This is an optimization exercise on Yosys and OpenROAD, whose aim is small area, a short achievable clock period and few clock cycles per item, not a production implementation. In this exercise RTL edits were held to simulation tests only and were not proved equivalent to the original. No activity file was given, so power comes from the tool's default toggle rates.

[flow/io.tcl]
# Pin order: each header bit's sample sign, field input and both outputs side
# by side, bits in order around the die, in the middle part of each edge.
set_io_pin_constraint -group -order -region bottom:25-207 -pin_names {hdr_in[7] b_plen[11] hdr_out[0] r_plen[11] hdr_in[15] b_plen[10] hdr_out[1] r_plen[10] hdr_in[23] b_plen[9] hdr_out[2] r_plen[9] hdr_in[31] b_plen[8] hdr_out[3] r_plen[8] hdr_in[39] b_plen[7] hdr_out[4] r_plen[7] hdr_in[47] b_plen[6] hdr_out[5] r_plen[6] hdr_in[55] b_plen[5] hdr_out[6] r_plen[5] hdr_in[63] b_plen[4] hdr_out[7] r_plen[4] hdr_in[71] b_plen[3] hdr_out[8] r_plen[3] hdr_in[79] b_plen[2] hdr_out[9] r_plen[2] hdr_in[87] b_plen[1] hdr_out[10] r_plen[1] hdr_in[95] b_plen[0] hdr_out[11] r_plen[0] hdr_in[103] b_seq[11] hdr_out[12] r_seq[11] hdr_in[111] b_seq[10] hdr_out[13] r_seq[10] hdr_in[119] b_seq[9] hdr_out[14] r_seq[9] hdr_in[127] b_seq[8] hdr_out[15] r_seq[8] hdr_in[135] b_seq[7] hdr_out[16] r_seq[7] hdr_in[143] b_seq[6] hdr_out[17] r_seq[6] hdr_in[151] b_seq[5] hdr_out[18] r_seq[5] hdr_in[159] b_seq[4] hdr_out[19] r_seq[4] hdr_in[167] b_seq[3] hdr_out[20] r_seq[3] hdr_in[679] hdr_out[84] hdr_in[687] hdr_out[85] hdr_in[695] hdr_out[86] cmd_op cmd_scr_en}
set_io_pin_constraint -group -order -region right:25-207 -pin_names {hdr_in[175] b_seq[2] hdr_out[21] r_seq[2] hdr_in[183] b_seq[1] hdr_out[22] r_seq[1] hdr_in[191] b_seq[0] hdr_out[23] r_seq[0] hdr_in[199] b_mod[3] hdr_out[24] r_mod[3] hdr_in[207] b_mod[2] hdr_out[25] r_mod[2] hdr_in[215] b_mod[1] hdr_out[26] r_mod[1] hdr_in[223] b_mod[0] hdr_out[27] r_mod[0] hdr_in[231] b_fec[3] hdr_out[28] r_fec[3] hdr_in[239] b_fec[2] hdr_out[29] r_fec[2] hdr_in[247] b_fec[1] hdr_out[30] r_fec[1] hdr_in[255] b_fec[0] hdr_out[31] r_fec[0] hdr_in[263] b_flen[7] hdr_out[32] r_flen[7] hdr_in[271] b_flen[6] hdr_out[33] r_flen[6] hdr_in[279] b_flen[5] hdr_out[34] r_flen[5] hdr_in[287] b_flen[4] hdr_out[35] r_flen[4] hdr_in[295] b_flen[3] hdr_out[36] r_flen[3] hdr_in[303] b_flen[2] hdr_out[37] r_flen[2] hdr_in[311] b_flen[1] hdr_out[38] r_flen[1] hdr_in[319] b_flen[0] hdr_out[39] r_flen[0] hdr_in[327] b_cwid[7] hdr_out[40] r_cwid[7] hdr_in[335] b_cwid[6] hdr_out[41] r_cwid[6] hdr_in[703] hdr_out[87] hdr_in[711] hdr_out[88] hdr_in[719] hdr_out[89] cmd_valid rst}
set_io_pin_constraint -group -order -region top:25-207 -pin_names {hdr_in[343] b_cwid[5] hdr_out[42] r_cwid[5] hdr_in[351] b_cwid[4] hdr_out[43] r_cwid[4] hdr_in[359] b_cwid[3] hdr_out[44] r_cwid[3] hdr_in[367] b_cwid[2] hdr_out[45] r_cwid[2] hdr_in[375] b_cwid[1] hdr_out[46] r_cwid[1] hdr_in[383] b_cwid[0] hdr_out[47] r_cwid[0] hdr_in[391] b_off[13] hdr_out[48] r_off[13] hdr_in[399] b_off[12] hdr_out[49] r_off[12] hdr_in[407] b_off[11] hdr_out[50] r_off[11] hdr_in[415] b_off[10] hdr_out[51] r_off[10] hdr_in[423] b_off[9] hdr_out[52] r_off[9] hdr_in[431] b_off[8] hdr_out[53] r_off[8] hdr_in[439] b_off[7] hdr_out[54] r_off[7] hdr_in[447] b_off[6] hdr_out[55] r_off[6] hdr_in[455] b_off[5] hdr_out[56] r_off[5] hdr_in[463] b_off[4] hdr_out[57] r_off[4] hdr_in[471] b_off[3] hdr_out[58] r_off[3] hdr_in[479] b_off[2] hdr_out[59] r_off[2] hdr_in[487] b_off[1] hdr_out[60] r_off[1] hdr_in[495] b_off[0] hdr_out[61] r_off[0] hdr_in[503] b_short[13] hdr_out[62] r_short[13] hdr_in[727] hdr_out[90] hdr_in[735] hdr_out[91] hdr_in[743] hdr_out[92] clk res_ok}
set_io_pin_constraint -group -order -region left:25-207 -pin_names {hdr_in[511] b_short[12] hdr_out[63] r_short[12] hdr_in[519] b_short[11] hdr_out[64] r_short[11] hdr_in[527] b_short[10] hdr_out[65] r_short[10] hdr_in[535] b_short[9] hdr_out[66] r_short[9] hdr_in[543] b_short[8] hdr_out[67] r_short[8] hdr_in[551] b_short[7] hdr_out[68] r_short[7] hdr_in[559] b_short[6] hdr_out[69] r_short[6] hdr_in[567] b_short[5] hdr_out[70] r_short[5] hdr_in[575] b_short[4] hdr_out[71] r_short[4] hdr_in[583] b_short[3] hdr_out[72] r_short[3] hdr_in[591] b_short[2] hdr_out[73] r_short[2] hdr_in[599] b_short[1] hdr_out[74] r_short[1] hdr_in[607] b_short[0] hdr_out[75] r_short[0] hdr_in[615] b_emod[3] hdr_out[76] r_emod[3] hdr_in[623] b_emod[2] hdr_out[77] r_emod[2] hdr_in[631] b_emod[1] hdr_out[78] r_emod[1] hdr_in[639] b_emod[0] hdr_out[79] r_emod[0] hdr_in[647] b_efec[3] hdr_out[80] r_efec[3] hdr_in[655] b_efec[2] hdr_out[81] r_efec[2] hdr_in[663] b_efec[1] hdr_out[82] r_efec[1] hdr_in[671] b_efec[0] hdr_out[83] r_efec[0] hdr_in[751] hdr_out[93] hdr_in[759] hdr_out[94] hdr_in[767] hdr_out[95] res_valid cmd_ready}
[design.v]
module dtl_hdr_codec (
    input  wire         clk,
    input  wire         rst,
    input  wire         cmd_valid,
    output wire         cmd_ready,
    input  wire         cmd_op,        
    input  wire         cmd_scr_en,    
    input  wire [11:0]  b_plen,
    input  wire [11:0]  b_seq,
    input  wire [3:0]   b_mod,
    input  wire [3:0]   b_fec,
    input  wire [7:0]   b_flen,
    input  wire [7:0]   b_cwid,
    input  wire [13:0]  b_off,
    input  wire [13:0]  b_short,
    input  wire [3:0]   b_emod,
    input  wire [3:0]   b_efec,
    input  wire [767:0] hdr_in,
    output wire         res_valid,
    output wire [95:0]  hdr_out,       
    output wire         res_ok,        
    output wire [11:0]  r_plen,
    output wire [11:0]  r_seq,
    output wire [3:0]   r_mod,
    output wire [3:0]   r_fec,
    output wire [7:0]   r_flen,
    output wire [7:0]   r_cwid,
    output wire [13:0]  r_off,
    output wire [13:0]  r_short,
    output wire [3:0]   r_emod,
    output wire [3:0]   r_efec
);
    localparam HB = 96;
    localparam [95:0] SCR_SEQ = 96'h542de72b306d746440934f70;
    reg [HB-1:0] body_bits;    
    reg [HB-1:0] sign_bits;    
    integer k;
    always @* begin
        body_bits = {HB{1'b0}};
        for (k = 0; k < 12; k = k + 1) body_bits[ 0 + k] = b_plen [11 - k];
        for (k = 0; k < 12; k = k + 1) body_bits[12 + k] = b_seq  [11 - k];
        for (k = 0; k < 4;  k = k + 1) body_bits[24 + k] = b_mod  [3 - k];
        for (k = 0; k < 4;  k = k + 1) body_bits[28 + k] = b_fec  [3 - k];
        for (k = 0; k < 8;  k = k + 1) body_bits[32 + k] = b_flen [7 - k];
        for (k = 0; k < 8;  k = k + 1) body_bits[40 + k] = b_cwid [7 - k];
        for (k = 0; k < 14; k = k + 1) body_bits[48 + k] = b_off  [13 - k];
        for (k = 0; k < 14; k = k + 1) body_bits[62 + k] = b_short[13 - k];
        for (k = 0; k < 4;  k = k + 1) body_bits[76 + k] = b_emod [3 - k];
        for (k = 0; k < 4;  k = k + 1) body_bits[80 + k] = b_efec [3 - k];
    end
    always @* begin
        for (k = 0; k < HB; k = k + 1) sign_bits[k] = hdr_in[8*k + 7];
    end
    assign cmd_ready = 1'b1;
    wire [83:0] a_m;
    genvar gi;
    generate
        for (gi = 0; gi < 84; gi = gi + 1) begin : g_sel
            dtl_mux2 u_m (.s(cmd_op), .a(body_bits[gi]), .b(sign_bits[gi]), .y(a_m[gi]));
        end
    endgenerate
    wire [83:0] a_d;
    assign a_d[0] = a_m[0];
    assign a_d[1] = a_m[1];
    assign a_d[2] = a_m[2];
    assign a_d[3] = a_m[3];
    dtl_xor2 u_s4 (.a(a_m[4]), .b(cmd_scr_en), .y(a_d[4]));
    dtl_xor2 u_s5 (.a(a_m[5]), .b(cmd_scr_en), .y(a_d[5]));
    dtl_xor2 u_s6 (.a(a_m[6]), .b(cmd_scr_en), .y(a_d[6]));
    dtl_xor2 u_z7 (.a(a_m[7]), .b(a_m[39]), .y(a_d[7]));
    dtl_xor2 u_z8 (.a(a_m[8]), .b(a_m[53]), .y(a_d[8]));
    dtl_xor2 u_s9 (.a(a_m[9]), .b(cmd_scr_en), .y(a_d[9]));
    dtl_xor2 u_s10 (.a(a_m[10]), .b(cmd_scr_en), .y(a_d[10]));
    dtl_xor2 u_s11 (.a(a_m[11]), .b(cmd_scr_en), .y(a_d[11]));
    assign a_d[12] = a_m[12];
    assign a_d[13] = a_m[13];
    dtl_xor2 u_s14 (.a(a_m[14]), .b(cmd_scr_en), .y(a_d[14]));
    dtl_xor2 u_z15 (.a(a_m[15]), .b(a_m[2]), .y(a_d[15]));
    dtl_xor2 u_s16 (.a(a_m[16]), .b(cmd_scr_en), .y(a_d[16]));
    dtl_xor2 u_s17 (.a(a_m[17]), .b(cmd_scr_en), .y(a_d[17]));
    assign a_d[18] = a_m[18];
    dtl_xor2 u_z19 (.a(a_m[19]), .b(a_m[13]), .y(a_d[19]));
    dtl_xor2 u_s20 (.a(a_m[20]), .b(cmd_scr_en), .y(a_d[20]));
    assign a_d[21] = a_m[21];
    assign a_d[22] = a_m[22];
    dtl_xor2 u_s23 (.a(a_m[23]), .b(cmd_scr_en), .y(a_d[23]));
    assign a_d[24] = a_m[24];
    assign a_d[25] = a_m[25];
    assign a_d[26] = a_m[26];
    assign a_d[27] = a_m[27];
    assign a_d[28] = a_m[28];
    dtl_xor2 u_z29 (.a(a_m[29]), .b(a_m[25]), .y(a_d[29]));
    dtl_xor2 u_z30 (.a(a_m[30]), .b(a_m[74]), .y(a_d[30]));
    dtl_xor2 u_z31 (.a(a_m[31]), .b(a_m[35]), .y(a_d[31]));
    dtl_xor2 u_z32 (.a(a_m[32]), .b(a_m[43]), .y(a_d[32]));
    dtl_xor2 u_z33 (.a(a_m[33]), .b(a_m[81]), .y(a_d[33]));
    dtl_xor2 u_z34 (.a(a_m[34]), .b(a_m[69]), .y(a_d[34]));
    assign a_d[35] = a_m[35];
    assign a_d[36] = a_m[36];
    dtl_xor2 u_s37 (.a(a_m[37]), .b(cmd_scr_en), .y(a_d[37]));
    dtl_xor2 u_s38 (.a(a_m[38]), .b(cmd_scr_en), .y(a_d[38]));
    assign a_d[39] = a_m[39];
    assign a_d[40] = a_m[40];
    dtl_xor2 u_z41 (.a(a_m[41]), .b(a_m[3]), .y(a_d[41]));
    dtl_xor2 u_s42 (.a(a_m[42]), .b(cmd_scr_en), .y(a_d[42]));
    assign a_d[43] = a_m[43];
    dtl_xor2 u_s44 (.a(a_m[44]), .b(cmd_scr_en), .y(a_d[44]));
    dtl_xor2 u_s45 (.a(a_m[45]), .b(cmd_scr_en), .y(a_d[45]));
    dtl_xor2 u_z46 (.a(a_m[46]), .b(a_m[73]), .y(a_d[46]));
    assign a_d[47] = a_m[47];
    dtl_xor2 u_s48 (.a(a_m[48]), .b(cmd_scr_en), .y(a_d[48]));
    dtl_xor2 u_z49 (.a(a_m[49]), .b(a_m[58]), .y(a_d[49]));
    dtl_xor2 u_z50 (.a(a_m[50]), .b(a_m[5]), .y(a_d[50]));
    dtl_xor2 u_z51 (.a(a_m[51]), .b(a_m[6]), .y(a_d[51]));
    assign a_d[52] = a_m[52];
    dtl_xor2 u_s53 (.a(a_m[53]), .b(cmd_scr_en), .y(a_d[53]));
    dtl_xor2 u_s54 (.a(a_m[54]), .b(cmd_scr_en), .y(a_d[54]));
    dtl_xor2 u_z55 (.a(a_m[55]), .b(a_m[71]), .y(a_d[55]));
    assign a_d[56] = a_m[56];
    dtl_xor2 u_z57 (.a(a_m[57]), .b(a_m[24]), .y(a_d[57]));
    assign a_d[58] = a_m[58];
    assign a_d[59] = a_m[59];
    dtl_xor2 u_z60 (.a(a_m[60]), .b(a_m[4]), .y(a_d[60]));
    dtl_xor2 u_s61 (.a(a_m[61]), .b(cmd_scr_en), .y(a_d[61]));
    dtl_xor2 u_z62 (.a(a_m[62]), .b(a_m[40]), .y(a_d[62]));
    dtl_xor2 u_z63 (.a(a_m[63]), .b(a_m[70]), .y(a_d[63]));
    dtl_xor2 u_z64 (.a(a_m[64]), .b(a_m[42]), .y(a_d[64]));
    dtl_xor2 u_z65 (.a(a_m[65]), .b(a_m[48]), .y(a_d[65]));
    dtl_xor2 u_z66 (.a(a_m[66]), .b(a_m[21]), .y(a_d[66]));
    dtl_xor2 u_z67 (.a(a_m[67]), .b(a_m[72]), .y(a_d[67]));
    dtl_xor2 u_z68 (.a(a_m[68]), .b(a_m[75]), .y(a_d[68]));
    dtl_xor2 u_s69 (.a(a_m[69]), .b(cmd_scr_en), .y(a_d[69]));
    assign a_d[70] = a_m[70];
    assign a_d[71] = a_m[71];
    dtl_xor2 u_s72 (.a(a_m[72]), .b(cmd_scr_en), .y(a_d[72]));
    dtl_xor2 u_s73 (.a(a_m[73]), .b(cmd_scr_en), .y(a_d[73]));
    dtl_xor2 u_s74 (.a(a_m[74]), .b(cmd_scr_en), .y(a_d[74]));
    assign a_d[75] = a_m[75];
    dtl_xor2 u_z76 (.a(a_m[76]), .b(a_m[0]), .y(a_d[76]));
    dtl_xor2 u_s77 (.a(a_m[77]), .b(cmd_scr_en), .y(a_d[77]));
    dtl_xor2 u_s78 (.a(a_m[78]), .b(cmd_scr_en), .y(a_d[78]));
    dtl_xor2 u_s79 (.a(a_m[79]), .b(cmd_scr_en), .y(a_d[79]));
    dtl_xor2 u_z80 (.a(a_m[80]), .b(a_m[38]), .y(a_d[80]));
    assign a_d[81] = a_m[81];
    dtl_xor2 u_s82 (.a(a_m[82]), .b(cmd_scr_en), .y(a_d[82]));
    dtl_xor2 u_z83 (.a(a_m[83]), .b(a_m[37]), .y(a_d[83]));
    wire [7:0] u_d;
    assign u_d[0] = (cmd_op & (sign_bits[88])) ^ (cmd_scr_en & !cmd_op);
    assign u_d[1] = (cmd_op & (sign_bits[89]));
    assign u_d[2] = (cmd_op & (sign_bits[84] ^ sign_bits[90])) ^ cmd_scr_en;
    assign u_d[3] = (cmd_op & (sign_bits[84] ^ sign_bits[85] ^ sign_bits[91])) ^ cmd_scr_en;
    assign u_d[4] = (cmd_op & (sign_bits[84] ^ sign_bits[85] ^ sign_bits[86] ^ sign_bits[92]));
    assign u_d[5] = (cmd_op & (sign_bits[85] ^ sign_bits[86] ^ sign_bits[87] ^ sign_bits[93])) ^ (cmd_scr_en & cmd_op);
    assign u_d[6] = (cmd_op & (sign_bits[86] ^ sign_bits[87] ^ sign_bits[94])) ^ cmd_scr_en;
    assign u_d[7] = (cmd_op & (sign_bits[87] ^ sign_bits[95])) ^ (cmd_scr_en & !cmd_op);
    reg        a_v;
    reg [83:0] a_y;
    reg [7:0]  a_u;
    reg        a_en;
    always @(posedge clk) begin
        if (rst) a_v <= 1'b0;
        else     a_v <= cmd_valid;
        a_y  <= a_d;
        a_u  <= u_d;
        a_en <= cmd_scr_en;
    end
    wire [83:0] y;
    assign y[0] = a_y[0];
    assign y[1] = a_y[1];
    assign y[2] = a_y[2];
    assign y[3] = a_y[3];
    assign y[4] = a_y[4];
    assign y[5] = a_y[5];
    assign y[6] = a_y[6];
    dtl_xor2 u_r7 (.a(a_y[7]), .b(a_y[39]), .y(y[7]));
    dtl_xor2 u_r8 (.a(a_y[8]), .b(a_y[53]), .y(y[8]));
    assign y[9] = a_y[9];
    assign y[10] = a_y[10];
    assign y[11] = a_y[11];
    assign y[12] = a_y[12];
    assign y[13] = a_y[13];
    assign y[14] = a_y[14];
    dtl_xor2 u_r15 (.a(a_y[15]), .b(a_y[2]), .y(y[15]));
    assign y[16] = a_y[16];
    assign y[17] = a_y[17];
    assign y[18] = a_y[18];
    dtl_xor2 u_r19 (.a(a_y[19]), .b(a_y[13]), .y(y[19]));
    assign y[20] = a_y[20];
    assign y[21] = a_y[21];
    assign y[22] = a_y[22];
    assign y[23] = a_y[23];
    assign y[24] = a_y[24];
    assign y[25] = a_y[25];
    assign y[26] = a_y[26];
    assign y[27] = a_y[27];
    assign y[28] = a_y[28];
    dtl_xor2 u_r29 (.a(a_y[29]), .b(a_y[25]), .y(y[29]));
    dtl_xor2 u_r30 (.a(a_y[30]), .b(a_y[74]), .y(y[30]));
    dtl_xor2 u_r31 (.a(a_y[31]), .b(a_y[35]), .y(y[31]));
    dtl_xor2 u_r32 (.a(a_y[32]), .b(a_y[43]), .y(y[32]));
    dtl_xor2 u_r33 (.a(a_y[33]), .b(a_y[81]), .y(y[33]));
    dtl_xor2 u_r34 (.a(a_y[34]), .b(a_y[69]), .y(y[34]));
    assign y[35] = a_y[35];
    assign y[36] = a_y[36];
    assign y[37] = a_y[37];
    assign y[38] = a_y[38];
    assign y[39] = a_y[39];
    assign y[40] = a_y[40];
    dtl_xor2 u_r41 (.a(a_y[41]), .b(a_y[3]), .y(y[41]));
    assign y[42] = a_y[42];
    assign y[43] = a_y[43];
    assign y[44] = a_y[44];
    assign y[45] = a_y[45];
    dtl_xor2 u_r46 (.a(a_y[46]), .b(a_y[73]), .y(y[46]));
    assign y[47] = a_y[47];
    assign y[48] = a_y[48];
    dtl_xor2 u_r49 (.a(a_y[49]), .b(a_y[58]), .y(y[49]));
    dtl_xor2 u_r50 (.a(a_y[50]), .b(a_y[5]), .y(y[50]));
    dtl_xor2 u_r51 (.a(a_y[51]), .b(a_y[6]), .y(y[51]));
    assign y[52] = a_y[52];
    assign y[53] = a_y[53];
    assign y[54] = a_y[54];
    dtl_xor2 u_r55 (.a(a_y[55]), .b(a_y[71]), .y(y[55]));
    assign y[56] = a_y[56];
    dtl_xor2 u_r57 (.a(a_y[57]), .b(a_y[24]), .y(y[57]));
    assign y[58] = a_y[58];
    assign y[59] = a_y[59];
    dtl_xor2 u_r60 (.a(a_y[60]), .b(a_y[4]), .y(y[60]));
    assign y[61] = a_y[61];
    dtl_xor2 u_r62 (.a(a_y[62]), .b(a_y[40]), .y(y[62]));
    dtl_xor2 u_r63 (.a(a_y[63]), .b(a_y[70]), .y(y[63]));
    dtl_xor2 u_r64 (.a(a_y[64]), .b(a_y[42]), .y(y[64]));
    dtl_xor2 u_r65 (.a(a_y[65]), .b(a_y[48]), .y(y[65]));
    dtl_xor2 u_r66 (.a(a_y[66]), .b(a_y[21]), .y(y[66]));
    dtl_xor2 u_r67 (.a(a_y[67]), .b(a_y[72]), .y(y[67]));
    dtl_xor2 u_r68 (.a(a_y[68]), .b(a_y[75]), .y(y[68]));
    assign y[69] = a_y[69];
    assign y[70] = a_y[70];
    assign y[71] = a_y[71];
    assign y[72] = a_y[72];
    assign y[73] = a_y[73];
    assign y[74] = a_y[74];
    assign y[75] = a_y[75];
    dtl_xor2 u_r76 (.a(a_y[76]), .b(a_y[0]), .y(y[76]));
    assign y[77] = a_y[77];
    assign y[78] = a_y[78];
    assign y[79] = a_y[79];
    dtl_xor2 u_r80 (.a(a_y[80]), .b(a_y[38]), .y(y[80]));
    assign y[81] = a_y[81];
    assign y[82] = a_y[82];
    dtl_xor2 u_r83 (.a(a_y[83]), .b(a_y[37]), .y(y[83]));
    wire n0;
    dtl_xor2 u_n0 (.a(a_y[44]), .b(a_y[7]), .y(n0));
    wire n1;
    dtl_xor2 u_n1 (.a(a_y[27]), .b(a_y[41]), .y(n1));
    wire n2;
    dtl_xor2 u_n2 (.a(a_y[26]), .b(a_y[59]), .y(n2));
    wire n3;
    dtl_xor2 u_n3 (.a(a_y[22]), .b(a_y[36]), .y(n3));
    wire n4;
    dtl_xor2 u_n4 (.a(a_y[12]), .b(a_y[23]), .y(n4));
    wire n5;
    dtl_xor2 u_n5 (.a(a_y[28]), .b(a_y[57]), .y(n5));
    wire n6;
    dtl_xor2 u_n6 (.a(a_y[1]), .b(a_y[54]), .y(n6));
    wire n7;
    dtl_xor2 u_n7 (.a(a_y[19]), .b(a_y[37]), .y(n7));
    wire n8;
    dtl_xor2 u_n8 (.a(a_y[38]), .b(a_y[83]), .y(n8));
    wire n9;
    dtl_xor2 u_n9 (.a(a_y[20]), .b(a_y[82]), .y(n9));
    wire n10;
    dtl_xor2 u_n10 (.a(a_y[48]), .b(a_y[79]), .y(n10));
    wire n11;
    dtl_xor2 u_n11 (.a(a_y[18]), .b(a_y[52]), .y(n11));
    wire n12;
    dtl_xor2 u_n12 (.a(a_y[64]), .b(a_y[71]), .y(n12));
    wire n13;
    dtl_xor2 u_n13 (.a(a_y[14]), .b(a_y[39]), .y(n13));
    wire n14;
    dtl_xor2 u_n14 (.a(a_y[10]), .b(a_y[57]), .y(n14));
    wire n15;
    dtl_xor2 u_n15 (.a(a_y[45]), .b(a_y[50]), .y(n15));
    wire n16;
    dtl_xor2 u_n16 (.a(a_y[13]), .b(a_y[30]), .y(n16));
    wire n17;
    dtl_xor2 u_n17 (.a(a_y[15]), .b(a_y[29]), .y(n17));
    wire n18;
    dtl_xor2 u_n18 (.a(a_y[46]), .b(a_y[68]), .y(n18));
    wire n19;
    dtl_xor2 u_n19 (.a(a_y[47]), .b(a_y[73]), .y(n19));
    wire n20;
    dtl_xor2 u_n20 (.a(a_y[65]), .b(a_y[75]), .y(n20));
    wire n21;
    dtl_xor2 u_n21 (.a(a_y[34]), .b(a_y[76]), .y(n21));
    wire n22;
    dtl_xor2 u_n22 (.a(a_y[23]), .b(a_y[56]), .y(n22));
    wire n23;
    dtl_xor2 u_n23 (.a(a_y[77]), .b(a_y[9]), .y(n23));
    wire n24;
    dtl_xor2 u_n24 (.a(a_y[17]), .b(a_y[31]), .y(n24));
    wire n25;
    dtl_xor2 u_n25 (.a(a_y[32]), .b(a_y[81]), .y(n25));
    wire n26;
    dtl_xor2 u_n26 (.a(a_y[16]), .b(a_y[24]), .y(n26));
    wire n27;
    dtl_xor2 u_n27 (.a(a_y[51]), .b(a_y[55]), .y(n27));
    wire n28;
    dtl_xor2 u_n28 (.a(a_y[11]), .b(a_y[67]), .y(n28));
    wire n29;
    dtl_xor2 u_n29 (.a(a_y[53]), .b(a_y[66]), .y(n29));
    wire n30;
    dtl_xor2 u_n30 (.a(a_y[74]), .b(a_y[80]), .y(n30));
    wire n31;
    dtl_xor2 u_n31 (.a(a_y[58]), .b(a_y[63]), .y(n31));
    wire n32;
    dtl_xor2 u_n32 (.a(a_y[49]), .b(a_y[70]), .y(n32));
    wire n33;
    dtl_xor2 u_n33 (.a(a_y[43]), .b(a_y[72]), .y(n33));
    wire n34;
    dtl_xor2 u_n34 (.a(a_y[5]), .b(a_y[61]), .y(n34));
    wire n35;
    dtl_xor2 u_n35 (.a(a_y[6]), .b(a_y[8]), .y(n35));
    wire n36;
    dtl_xor2 u_n36 (.a(a_y[42]), .b(a_y[60]), .y(n36));
    wire n37;
    dtl_xor2 u_n37 (.a(a_y[2]), .b(a_y[3]), .y(n37));
    wire n38;
    dtl_xor2 u_n38 (.a(a_y[62]), .b(a_y[78]), .y(n38));
    wire n39;
    dtl_xor2 u_n39 (.a(a_y[35]), .b(a_y[40]), .y(n39));
    wire n40;
    dtl_xor2 u_n40 (.a(a_y[0]), .b(a_y[33]), .y(n40));
    wire n41;
    dtl_xor2 u_n41 (.a(a_y[65]), .b(a_y[21]), .y(n41));
    wire n42;
    dtl_xor2 u_n42 (.a(a_y[8]), .b(a_y[19]), .y(n42));
    wire n43;
    dtl_xor2 u_n43 (.a(a_y[45]), .b(a_y[60]), .y(n43));
    wire n44;
    dtl_xor2 u_n44 (.a(a_u[0]), .b(a_y[25]), .y(n44));
    wire n45;
    dtl_xor2 u_n45 (.a(a_y[55]), .b(a_y[41]), .y(n45));
    wire n46;
    dtl_xor2 u_n46 (.a(a_y[44]), .b(a_u[1]), .y(n46));
    wire n47;
    dtl_xor2 u_n47 (.a(a_y[61]), .b(a_y[33]), .y(n47));
    wire n48;
    dtl_xor2 u_n48 (.a(a_y[66]), .b(a_y[4]), .y(n48));
    wire n49;
    dtl_xor2 u_n49 (.a(a_y[50]), .b(a_y[83]), .y(n49));
    wire n50;
    dtl_xor2 u_n50 (.a(a_y[82]), .b(a_y[21]), .y(n50));
    wire n51;
    dtl_xor2 u_n51 (.a(a_y[15]), .b(a_u[2]), .y(n51));
    wire n52;
    dtl_xor2 u_n52 (.a(a_y[67]), .b(a_y[47]), .y(n52));
    wire n53;
    dtl_xor2 u_n53 (.a(a_y[51]), .b(a_y[14]), .y(n53));
    wire n54;
    dtl_xor2 u_n54 (.a(a_y[22]), .b(a_y[1]), .y(n54));
    wire n55;
    dtl_xor2 u_n55 (.a(a_y[77]), .b(a_y[25]), .y(n55));
    wire n56;
    dtl_xor2 u_n56 (.a(a_u[3]), .b(a_y[63]), .y(n56));
    wire n57;
    dtl_xor2 u_n57 (.a(a_y[11]), .b(a_y[7]), .y(n57));
    wire n58;
    dtl_xor2 u_n58 (.a(a_y[16]), .b(a_y[52]), .y(n58));
    wire n59;
    dtl_xor2 u_n59 (.a(a_y[26]), .b(a_y[32]), .y(n59));
    wire n60;
    dtl_xor2 u_n60 (.a(a_y[36]), .b(a_u[4]), .y(n60));
    wire n61;
    dtl_xor2 u_n61 (.a(a_y[49]), .b(a_y[4]), .y(n61));
    wire n62;
    dtl_xor2 u_n62 (.a(a_y[76]), .b(a_y[17]), .y(n62));
    wire n63;
    dtl_xor2 u_n63 (.a(a_y[18]), .b(a_u[5]), .y(n63));
    wire n64;
    dtl_xor2 u_n64 (.a(a_y[62]), .b(a_y[30]), .y(n64));
    wire n65;
    dtl_xor2 u_n65 (.a(a_y[29]), .b(a_y[79]), .y(n65));
    wire n66;
    dtl_xor2 u_n66 (.a(a_y[9]), .b(a_y[64]), .y(n66));
    wire n67;
    dtl_xor2 u_n67 (.a(a_y[46]), .b(a_y[69]), .y(n67));
    wire n68;
    dtl_xor2 u_n68 (.a(a_y[78]), .b(a_u[6]), .y(n68));
    wire n69;
    dtl_xor2 u_n69 (.a(a_y[34]), .b(a_y[27]), .y(n69));
    wire n70;
    dtl_xor2 u_n70 (.a(a_y[80]), .b(a_y[56]), .y(n70));
    wire n71;
    dtl_xor2 u_n71 (.a(a_u[7]), .b(a_y[31]), .y(n71));
    wire n72;
    dtl_xor2 u_n72 (.a(a_y[20]), .b(a_y[59]), .y(n72));
    wire n73;
    dtl_xor2 u_n73 (.a(a_y[1]), .b(a_y[68]), .y(n73));
    wire n74;
    dtl_xor2 u_n74 (.a(n2), .b(n3), .y(n74));
    wire n75;
    dtl_xor2 u_n75 (.a(n6), .b(n9), .y(n75));
    wire n76;
    dtl_xor2 u_n76 (.a(n0), .b(n12), .y(n76));
    wire n77;
    dtl_xor2 u_n77 (.a(n1), .b(n31), .y(n77));
    wire n78;
    dtl_xor2 u_n78 (.a(n34), .b(n5), .y(n78));
    wire n79;
    dtl_xor2 u_n79 (.a(n17), .b(n4), .y(n79));
    wire n80;
    dtl_xor2 u_n80 (.a(n13), .b(n32), .y(n80));
    wire n81;
    dtl_xor2 u_n81 (.a(n22), .b(n8), .y(n81));
    wire n82;
    dtl_xor2 u_n82 (.a(n1), .b(n36), .y(n82));
    wire n83;
    dtl_xor2 u_n83 (.a(n15), .b(n26), .y(n83));
    wire n84;
    dtl_xor2 u_n84 (.a(n40), .b(n7), .y(n84));
    wire n85;
    dtl_xor2 u_n85 (.a(n16), .b(n27), .y(n85));
    wire n86;
    dtl_xor2 u_n86 (.a(n25), .b(n28), .y(n86));
    wire n87;
    dtl_xor2 u_n87 (.a(n11), .b(n19), .y(n87));
    wire n88;
    dtl_xor2 u_n88 (.a(n0), .b(n20), .y(n88));
    wire n89;
    dtl_xor2 u_n89 (.a(n14), .b(n29), .y(n89));
    wire n90;
    dtl_xor2 u_n90 (.a(n41), .b(n3), .y(n90));
    wire n91;
    dtl_xor2 u_n91 (.a(n39), .b(n5), .y(n91));
    wire n92;
    dtl_xor2 u_n92 (.a(n37), .b(n43), .y(n92));
    wire n93;
    dtl_xor2 u_n93 (.a(n44), .b(n30), .y(n93));
    wire n94;
    dtl_xor2 u_n94 (.a(n21), .b(n42), .y(n94));
    wire n95;
    dtl_xor2 u_n95 (.a(n18), .b(n46), .y(n95));
    wire n96;
    dtl_xor2 u_n96 (.a(n39), .b(n45), .y(n96));
    wire n97;
    dtl_xor2 u_n97 (.a(n48), .b(n49), .y(n97));
    wire n98;
    dtl_xor2 u_n98 (.a(n47), .b(n23), .y(n98));
    wire n99;
    dtl_xor2 u_n99 (.a(a_y[10]), .b(n51), .y(n99));
    wire n100;
    dtl_xor2 u_n100 (.a(n38), .b(n21), .y(n100));
    wire n101;
    dtl_xor2 u_n101 (.a(n50), .b(n52), .y(n101));
    wire n102;
    dtl_xor2 u_n102 (.a(n56), .b(n58), .y(n102));
    wire n103;
    dtl_xor2 u_n103 (.a(n33), .b(n10), .y(n103));
    wire n104;
    dtl_xor2 u_n104 (.a(n53), .b(n18), .y(n104));
    wire n105;
    dtl_xor2 u_n105 (.a(n55), .b(n57), .y(n105));
    wire n106;
    dtl_xor2 u_n106 (.a(n54), .b(n24), .y(n106));
    wire n107;
    dtl_xor2 u_n107 (.a(n30), .b(n61), .y(n107));
    wire n108;
    dtl_xor2 u_n108 (.a(n38), .b(n60), .y(n108));
    wire n109;
    dtl_xor2 u_n109 (.a(n59), .b(n35), .y(n109));
    wire n110;
    dtl_xor2 u_n110 (.a(n62), .b(a_y[69]), .y(n110));
    wire n111;
    dtl_xor2 u_n111 (.a(n63), .b(n23), .y(n111));
    wire n112;
    dtl_xor2 u_n112 (.a(n6), .b(n65), .y(n112));
    wire n113;
    dtl_xor2 u_n113 (.a(n35), .b(n2), .y(n113));
    wire n114;
    dtl_xor2 u_n114 (.a(n33), .b(n64), .y(n114));
    wire n115;
    dtl_xor2 u_n115 (.a(n68), .b(n66), .y(n115));
    wire n116;
    dtl_xor2 u_n116 (.a(n24), .b(n67), .y(n116));
    wire n117;
    dtl_xor2 u_n117 (.a(n70), .b(n72), .y(n117));
    wire n118;
    dtl_xor2 u_n118 (.a(n10), .b(n37), .y(n118));
    wire n119;
    dtl_xor2 u_n119 (.a(n69), .b(n73), .y(n119));
    wire n120;
    dtl_xor2 u_n120 (.a(n4), .b(n71), .y(n120));
    wire n121;
    dtl_xor2 u_n121 (.a(n77), .b(n88), .y(n121));
    wire n122;
    dtl_xor2 u_n122 (.a(n81), .b(n82), .y(n122));
    wire n123;
    dtl_xor2 u_n123 (.a(n75), .b(n80), .y(n123));
    wire n124;
    dtl_xor2 u_n124 (.a(n76), .b(n87), .y(n124));
    wire n125;
    dtl_xor2 u_n125 (.a(n74), .b(n85), .y(n125));
    wire n126;
    dtl_xor2 u_n126 (.a(n93), .b(n92), .y(n126));
    wire n127;
    dtl_xor2 u_n127 (.a(n90), .b(n86), .y(n127));
    wire n128;
    dtl_xor2 u_n128 (.a(n91), .b(n94), .y(n128));
    wire n129;
    dtl_xor2 u_n129 (.a(n96), .b(n95), .y(n129));
    wire n130;
    dtl_xor2 u_n130 (.a(n97), .b(n74), .y(n130));
    wire n131;
    dtl_xor2 u_n131 (.a(n98), .b(n79), .y(n131));
    wire n132;
    dtl_xor2 u_n132 (.a(n99), .b(n83), .y(n132));
    wire n133;
    dtl_xor2 u_n133 (.a(n101), .b(n100), .y(n133));
    wire n134;
    dtl_xor2 u_n134 (.a(n106), .b(n103), .y(n134));
    wire n135;
    dtl_xor2 u_n135 (.a(n102), .b(n78), .y(n135));
    wire n136;
    dtl_xor2 u_n136 (.a(n104), .b(n105), .y(n136));
    wire n137;
    dtl_xor2 u_n137 (.a(n79), .b(n110), .y(n137));
    wire n138;
    dtl_xor2 u_n138 (.a(n108), .b(n78), .y(n138));
    wire n139;
    dtl_xor2 u_n139 (.a(n107), .b(n109), .y(n139));
    wire n140;
    dtl_xor2 u_n140 (.a(n114), .b(n111), .y(n140));
    wire n141;
    dtl_xor2 u_n141 (.a(n113), .b(n84), .y(n141));
    wire n142;
    dtl_xor2 u_n142 (.a(n83), .b(n112), .y(n142));
    wire n143;
    dtl_xor2 u_n143 (.a(n89), .b(n86), .y(n143));
    wire n144;
    dtl_xor2 u_n144 (.a(n116), .b(n115), .y(n144));
    wire n145;
    dtl_xor2 u_n145 (.a(n84), .b(n120), .y(n145));
    wire n146;
    dtl_xor2 u_n146 (.a(n119), .b(n89), .y(n146));
    wire n147;
    dtl_xor2 u_n147 (.a(n117), .b(n118), .y(n147));
    wire n148;
    dtl_xor2 u_n148 (.a(n127), .b(n123), .y(n148));
    wire n149;
    dtl_xor2 u_n149 (.a(n128), .b(n126), .y(n149));
    wire n150;
    dtl_xor2 u_n150 (.a(n131), .b(n123), .y(n150));
    wire n151;
    dtl_xor2 u_n151 (.a(n129), .b(n130), .y(n151));
    wire n152;
    dtl_xor2 u_n152 (.a(n132), .b(n133), .y(n152));
    wire n153;
    dtl_xor2 u_n153 (.a(n122), .b(n125), .y(n153));
    wire n154;
    dtl_xor2 u_n154 (.a(n135), .b(n134), .y(n154));
    wire n155;
    dtl_xor2 u_n155 (.a(n136), .b(n122), .y(n155));
    wire n156;
    dtl_xor2 u_n156 (.a(n138), .b(n124), .y(n156));
    wire n157;
    dtl_xor2 u_n157 (.a(n139), .b(n137), .y(n157));
    wire n158;
    dtl_xor2 u_n158 (.a(n141), .b(n142), .y(n158));
    wire n159;
    dtl_xor2 u_n159 (.a(n121), .b(n140), .y(n159));
    wire n160;
    dtl_xor2 u_n160 (.a(n144), .b(n143), .y(n160));
    wire n161;
    dtl_xor2 u_n161 (.a(n125), .b(n121), .y(n161));
    wire n162;
    dtl_xor2 u_n162 (.a(n147), .b(n146), .y(n162));
    wire n163;
    dtl_xor2 u_n163 (.a(n124), .b(n145), .y(n163));
    wire n164;
    dtl_xor2 u_n164 (.a(n149), .b(n148), .y(n164));
    wire n165;
    dtl_xor2 u_n165 (.a(n150), .b(n151), .y(n165));
    wire n166;
    dtl_xor2 u_n166 (.a(n152), .b(n153), .y(n166));
    wire n167;
    dtl_xor2 u_n167 (.a(n155), .b(n154), .y(n167));
    wire n168;
    dtl_xor2 u_n168 (.a(n156), .b(n157), .y(n168));
    wire n169;
    dtl_xor2 u_n169 (.a(n158), .b(n159), .y(n169));
    wire n170;
    dtl_xor2 u_n170 (.a(n160), .b(n161), .y(n170));
    wire n171;
    dtl_xor2 u_n171 (.a(n163), .b(n162), .y(n171));
    wire [7:0] t = {n171, n170, n169, n168, n167, n166, n165, n164};
    wire [3:0] ok_a;
    wire [1:0] ok_b;
    wire       ok;
    dtl_nor2  u_ok_a0 (.a(t[0]), .b(t[1]), .y(ok_a[0]));
    dtl_nor2  u_ok_a1 (.a(t[2]), .b(t[3]), .y(ok_a[1]));
    dtl_nor2  u_ok_a2 (.a(t[4]), .b(t[5]), .y(ok_a[2]));
    dtl_nor2  u_ok_a3 (.a(t[6]), .b(t[7]), .y(ok_a[3]));
    dtl_nand2 u_ok_b0 (.a(ok_a[0]), .b(ok_a[1]), .y(ok_b[0]));
    dtl_nand2 u_ok_b1 (.a(ok_a[2]), .b(ok_a[3]), .y(ok_b[1]));
    dtl_nor2  u_ok_c  (.a(ok_b[0]), .b(ok_b[1]), .y(ok));
    reg          b_v;
    reg [83:0]   b_y;
    reg          b_r85;         
    reg [7:0]    b_t;
    reg          b_ok;
    always @(posedge clk) begin
        if (rst) b_v <= 1'b0;
        else     b_v <= a_v;
        b_y   <= y;
        b_r85 <= a_en;
        b_t   <= t;
        b_ok  <= ok;
    end
    assign res_valid = b_v;
    assign hdr_out   = {b_t, 2'b00, b_r85, 1'b0, b_y};
    assign res_ok    = b_ok;
    genvar g;
    generate
        for (g = 0; g < 12; g = g + 1) begin : g_plen
            assign r_plen[11 - g] = b_y[ 0 + g];
            assign r_seq [11 - g] = b_y[12 + g];
        end
        for (g = 0; g < 4; g = g + 1) begin : g_id
            assign r_mod [3 - g] = b_y[24 + g];
            assign r_fec [3 - g] = b_y[28 + g];
            assign r_emod[3 - g] = b_y[76 + g];
            assign r_efec[3 - g] = b_y[80 + g];
        end
        for (g = 0; g < 8; g = g + 1) begin : g_byte
            assign r_flen[7 - g] = b_y[32 + g];
            assign r_cwid[7 - g] = b_y[40 + g];
        end
        for (g = 0; g < 14; g = g + 1) begin : g_wide
            assign r_off  [13 - g] = b_y[48 + g];
            assign r_short[13 - g] = b_y[62 + g];
        end
    endgenerate
endmodule
module dtl_mux2 (input wire s, input wire a, input wire b, output wire y);
    assign y = s ? b : a;
endmodule
module dtl_nor2 (input wire a, input wire b, output wire y);
    assign y = ~(a | b);
endmodule
module dtl_nand2 (input wire a, input wire b, output wire y);
    assign y = ~(a & b);
endmodule
module dtl_xor2 (input wire a, input wire b, output wire y);
    assign y = a ^ b;
endmodule
[flow/downsize.tcl]
# Set every combinational cell of 2_floorplan.odb to the smallest drive
# strength (_1) of its footprint. Registers, clock cells and tie cells stay.
set lib $::env(FLOW_HOME)/platforms/sky130hd/lib/sky130_fd_sc_hd__tt_025C_1v80.lib
read_liberty $lib
read_db $::env(RESULTS)/2_floorplan.odb
set db [ord::get_db]
set n 0
foreach inst [[ord::get_db_block] getInsts] {
  set m [[$inst getMaster] getName]
  if {![regexp {^(sky130_fd_sc_hd__[a-z0-9]+)_([0-9]+)$} $m -> base size]} { continue }
  if {$size == 1} { continue }
  if {[regexp {__(df|sdf|edf|dl|clk|conb|tap|fill|decap|diode|probe|lpflow)} $base]} { continue }
  set target ${base}_1
  set tm [$db findMaster $target]
  if {$tm == "NULL" || $tm == ""} { continue }
  puts "downsize [$inst getName] $m -> $target"
  $inst swapMaster $tm
  incr n
}
puts "downsized $n cells"
write_db $::env(RESULTS)/2_floorplan.odb
[config.mk]
export PLATFORM = sky130hd
export DESIGN_NAME = dtl_hdr_codec
export DESIGN_NICKNAME = dtl_hdr_codec
export VERILOG_FILES = /design/flow/design.v
export SDC_FILE = /design/flow/constraint.sdc
export NUM_CORES = 4
export LEC_CHECK = 0
export CAP_MARGIN = 20
export CORE_AREA = 10 10 222 222
export DIE_AREA = 0 0 232 232
export PLACE_DENSITY = 0.7
export SETUP_SLACK_MARGIN = 2.9
export SLEW_MARGIN = 20
export SYNTH_HIERARCHICAL = 1
export SYNTH_MINIMUM_KEEP_SIZE = 0
export TNS_END_PERCENT = 30
[constraint.sdc]
create_clock -name core_clock -period 5.0 [get_ports {clk}]
set_input_delay 1.0000 -clock core_clock [delete_from_list [all_inputs] [get_ports {clk}]]
set_output_delay 1.0000 -clock core_clock [all_outputs]
set_load 0.01 [all_outputs]
[flow/run.sh]
#!/bin/bash
# The standard layout, with these changes to how it is made:
#  - the port buffers are made from the smallest buffer cell (buf_1);
#  - the pins of each header bit sit side by side (flow/io.tcl), and the
#    top and bottom pins may use met4 as well as met2, so that the 1040 pins
#    fit a smaller die;
#  - clock tree synthesis uses clkbuf_8 and adds no dummy loads;
#  - the port buffers of the CRC and check outputs are buf_4 (flow/outbuf.tcl);
#  - after floorplan, every combinational cell is set to the smallest drive
#    strength of its footprint, so that the later timing repair sizes up
#    only what the timing needs.
# Each tool's output goes to a log of its own in the work folder.
set -euo pipefail
cd "$(dirname "$0")/.."
W=$PWD
R=$W/orfs/results/${FLOW_PLATFORM:-sky130hd}/dtl_hdr_codec/base
PB="BUFFER_PORTS_ARGS=-buffer_cell sky130_fd_sc_hd__buf_1"
IO="PRE_IO_PLACEMENT_TCL=$W/flow/io.tcl"
PV="IO_PLACER_V=met2 met4"
CTS="CTS_ARGS=-sink_clustering_enable -repair_clock_nets -dont_use_dummy_load -buf_list sky130_fd_sc_hd__clkbuf_8"
bash standard.sh "$PB" "$IO" "$PV" floorplan > flow_make_floorplan.log 2>&1
RESULTS=$R openroad -no_init -exit flow/downsize.tcl > flow_downsize.log 2>&1
bash standard.sh "$PB" "$IO" "$PV" place > flow_make_place.log 2>&1
RESULTS=$R openroad -no_init -exit flow/outbuf.tcl > flow_outbuf.log 2>&1
bash standard.sh "$PB" "$IO" "$PV" "$CTS" finish > flow_make_finish.log 2>&1
[standard.sh]
#!/bin/bash
# synth_recipe.tcl (not shown) runs the flow's synth.tcl, then flattens the netlist and writes it again
# the make line also repeats each setting of config.mk as NAME=value (left out here)
make -C /OpenROAD-flow-scripts/flow DESIGN_CONFIG=/design/flow/config.mk WORK_HOME=/design/flow/orfs CLKGATE_MAP_FILE= SYNTH_SCRIPT=/design/flow/synth_recipe.tcl "${@:-finish}"
[flow/outbuf.tcl]
# Give the output ports fed from the CRC / check registers a buf_4 as their
# port buffer (buffer_ports made them buf_1): those registers sit by the CRC
# network, far from their pins.
set lib $::env(FLOW_HOME)/platforms/sky130hd/lib/sky130_fd_sc_hd__tt_025C_1v80.lib
read_liberty $lib
read_db $::env(RESULTS)/3_place.odb
set db [ord::get_db]
set block [ord::get_db_block]
set m4 [$db findMaster sky130_fd_sc_hd__buf_4]
set ports {res_ok}
for {set k 88} {$k < 96} {incr k} { lappend ports "hdr_out\[$k\]" }
foreach p $ports {
  set bt [$block findBTerm $p]
  if {$bt == "NULL"} { continue }
  set net [$bt getNet]
  foreach it [$net getITerms] {
    set inst [$it getInst]
    set mn [[$inst getMaster] getName]
    if {[$it isOutputSignal] && [string match "sky130_fd_sc_hd__buf_*" $mn]} {
      puts "upsize [$inst getName] $mn -> sky130_fd_sc_hd__buf_4 (drives $p)"
      $inst swapMaster $m4
    }
  }
}
write_db $::env(RESULTS)/3_place.odb
==> impl_metrics.yaml <==
outcome:
  outcome: "complete, no violations"
synthesis:
  avgSynthCellArea_um2: 12.6
  ys_types: 16
  synth-seq-area-share_pct: 46.1
  synth.area.top_cells: "dfxtp_1, xor2_1, mux2_4"
  synthesis.area_um2: 8220
  yosys.area.top_type_share_pct: 46.1
  ys_ff_latch: 189
  yosys_warnings: 7
  syn_inst: 652
  synth_area_leader_cell: "dfxtp_1"
timing:
  grt_setup_unrepaired: "true"
  finalSetupTns_ns: 0
  hold_viol: 0
  clock_skew_ns: 0.0440
  fin_crit_ns: 2.07
  setup_viol: 0
  slew_viol_final: 0
  min_period_over_period_pct: 41.5
  clock.fmax_mhz: 482
power:
  leakagePower_nw: 4.13
  p_per_area_nw_per_um2: 477
  ir_worst_vdd_mv: 0.193
  power_mw: 5.00
worst_hold_path:
  min_path_cells: 0
  hold_class: "reg -> reg"
place:
  dp_cells: 1520
  gp_congestion: 0.858
  port_buffers: 363
  placed_cell_area_um2: 9360
  dp_hpwl_um: 29800
die:
  rows: 77
  chipHeight_um: 232
  coreArea_um2: 44300
  die_w_um: 232
  num_io_pins: 1040
  dieArea_um2: 53800
  start_util_pct: 18.5
cts:
  clockRootBuffer: "clkbuf_8"
  path_clk_slew_ns: 0.10
  cts_buffers: 17
  htreeDepth: 4
  clk_latency_ns: 0.55
  cts_sinks: 189
  clock_path_buffers: 2
  cts_tree: "built"
  cts_hold_buf: 0
layout:
  multiInputGateArea_um2: 3640
  syn2layout_area_growth_pct: 27.6
  nets: 1807
  seq_area_um2: 3940
  fin_cells: 1544
  final_util_pct: 23.7
  nFillCells: 4728
  drive_above_1_share_pct: 21.0
  design_area_um2: 10500
grt:
  grt_overflow_total: 0
  grt_max_degree: 48
  grt_pass1_vias: 6100
  grt_pass1_wl_um: 44500
  grt.total_usage_pct: 12.4
  antenna_found_initial: 8
routing:
  antenna_left: 0
  drt_iter0_markers: 145
  routedWlPerCell_um: 22.2
  drt_wl_total_um: 34300
  avgViaCountPerCell: 3.49
  vias: 5396
  drc_errors: 0
  firstDrtPassIters: 4
critical_path:
  reg2reg_slack_ns: 2.97
  start_kind: "register"
  cp_num_buf_inv: 1
  worstPathArrival_ns: 1.07
  worst_ep_required_time_ns: 4.00
  worstPathMaxFanout: 2
  worstPathCellList: "buf_2"
  endpoint_kind: "primary output"
  crit_type: "reg -> out"
  reg2reg_depth: 8
  cp.depth: 1
  critPathTopFamily: "flip-flops"
  slowest_delay_ns: 0.38
  slowest_stage: "dfxtp_2"
job:
  maxCapViolCount: 0
==> modules after synthesis, one instance, submodules excluded <==
module         area (um^2)  flops+latches
dtl_nor2              3.75              0
dtl_xor2              8.76              0
dtl_nand2             3.75              0
dtl_hdr_codec         4690            189
dtl_mux2              15.0              0
==> cell usage after synthesis <==
cell type    n
a21oi_1      1
and2_1       2
buf_4       89
buf_6        1
clkbuf_1     1
conb_1       2
dfxtp_1    189
mux2_2       1
mux2_4      84
nand2_1      5
nor2_1       6
nor2b_1      3
xnor2_1      7
xnor3_1      1
xor2_1     258
xor3_1       2
==> cell families after synthesis <==
logic type,after synthesis,synth area share (%)
multiplexers,85,15.5
buffers and inverters,91,8.32
AO/OA/AOI/OAI,1,0.0609
flip-flops,189,46.1
other,2,0.0914
XOR/XNOR,268,29.1
AND/OR/NAND/NOR,16,0.883
==> registers in the layout, indices dropped and copies added, names as in the netlist <==
name   flops
a_y       84
b_y       84
a_u        8
b_t        8
a_en       1
a_v        1
b_ok       1
b_r85      1
b_v        1
==> metal layers <==
| layer | vias to the layer above | GRT usage, % | wire length [um] |
|---|---|---|---|
| met5 | - | 0 | 70 |
| met1 | 2397 | 14.4 | 14300 |
| met2 | 318 | 20.3 | 16400 |
| met4 | 10 | 5.82 | 1030 |
| li1 | 2535 | - | - |
| met3 | 136 | 4.24 | 2470 |
==> timing repair <==
action,4_1_cts,5_1_grt
setup buffers,0,3
endpoints found under the hold margin,0,0
endpoints found under the setup margin,147,144
cloned,0,0
resized for setup,94,198
pin swaps,1,12
==> cells in the final DEF (no fill, tap or decap), types with 3 or more instances in the layout <==
| cell type | Yosys | layout |
|---|---|---|
| buf_4 | 89 | 13 |
| xnor2_1 | 7 | 7 |
| clkbuf_2 | 0 | 4 |
| dfxtp_1 | 189 | 118 |
| mux2_1 | 0 | 85 |
| dfxtp_4 | 0 | 28 |
| clkbuf_8 | 0 | 18 |
| xor2_1 | 258 | 233 |
| buf_2 | 0 | 6 |
| diode_2 | 0 | 4 |
| conb_1 | 2 | 4 |
| nor2_1 | 6 | 4 |
| buf_6 | 1 | 59 |
| buf_1 | 0 | 284 |
| xor2_2 | 0 | 24 |
| nor2b_1 | 3 | 3 |
| dfxtp_2 | 0 | 43 |
| nand2_1 | 5 | 5 |
==> report_power, final <==
part           switching, mW  internal [mW]  leakage, nW  total, mW
sequential             0.294           1.80         1.60       2.09
clock                  0.507          0.300        0.122      0.807
combinational           1.22          0.881         2.40       2.10
total                   2.02           2.98         4.13       5.00
==> per-stage QoR <==
stage | hold WS, ns | setup WS [ns]
floorplan | 0.310 | 3.22
global placement | 0.311 | 2.13
detailed placement | 0.322 | 2.10
CTS | 0.340 | 2.70
global route | 0.359 | 2.82
finish | 0.333 | 2.93
==> final timing paths <==
kind	start	endpoint
max	b_y[80]	r_efec[3]
min reg2reg	a_en	b_r85
max reg2reg	a_y[13]	b_ok
min	a_en	b_r85
==> final cells by class <==
| cell class | count | area share (%) |
|---|---|---|
| clock buffer | 17 | 2.23 |
| timing repair buffer | 368 | 18.2 |
| multi-input combinational | 374 | 34.8 |
| antenna | 4 | 0.0955 |
| sequential | 189 | 37.6 |
| tap | 592 | 7.07 |
Testbench counts, summed over its fixed seeds: cycles 976, items 960.

[port drivers added, routing unchanged]
In the flow no input, the clock included, has a driving cell. The finished layout below was timed again as built, in two steps. Step 1, drivers: a clkbuf_16 drives clk and a buf_2 each remaining input, both assumed. Step 2, shift: input delay + t, output delay - t, t = (earliest + latest rising clock arrival at the registers) / 2. This alone moves slack from input paths to output paths. Slacks: ideal ports / drivers / drivers and shift; pairs: ideal ports / drivers.
shift t [ns]: 0.566
setup slack, ns: 2.927 / 2.889 / 2.374
hold slack, ns: 0.333 / 0.333 / 0.333
After both steps this run still meets setup and hold. The setup slack of this run moves by -0.038 ns with the drivers and by -0.553 ns with both steps.
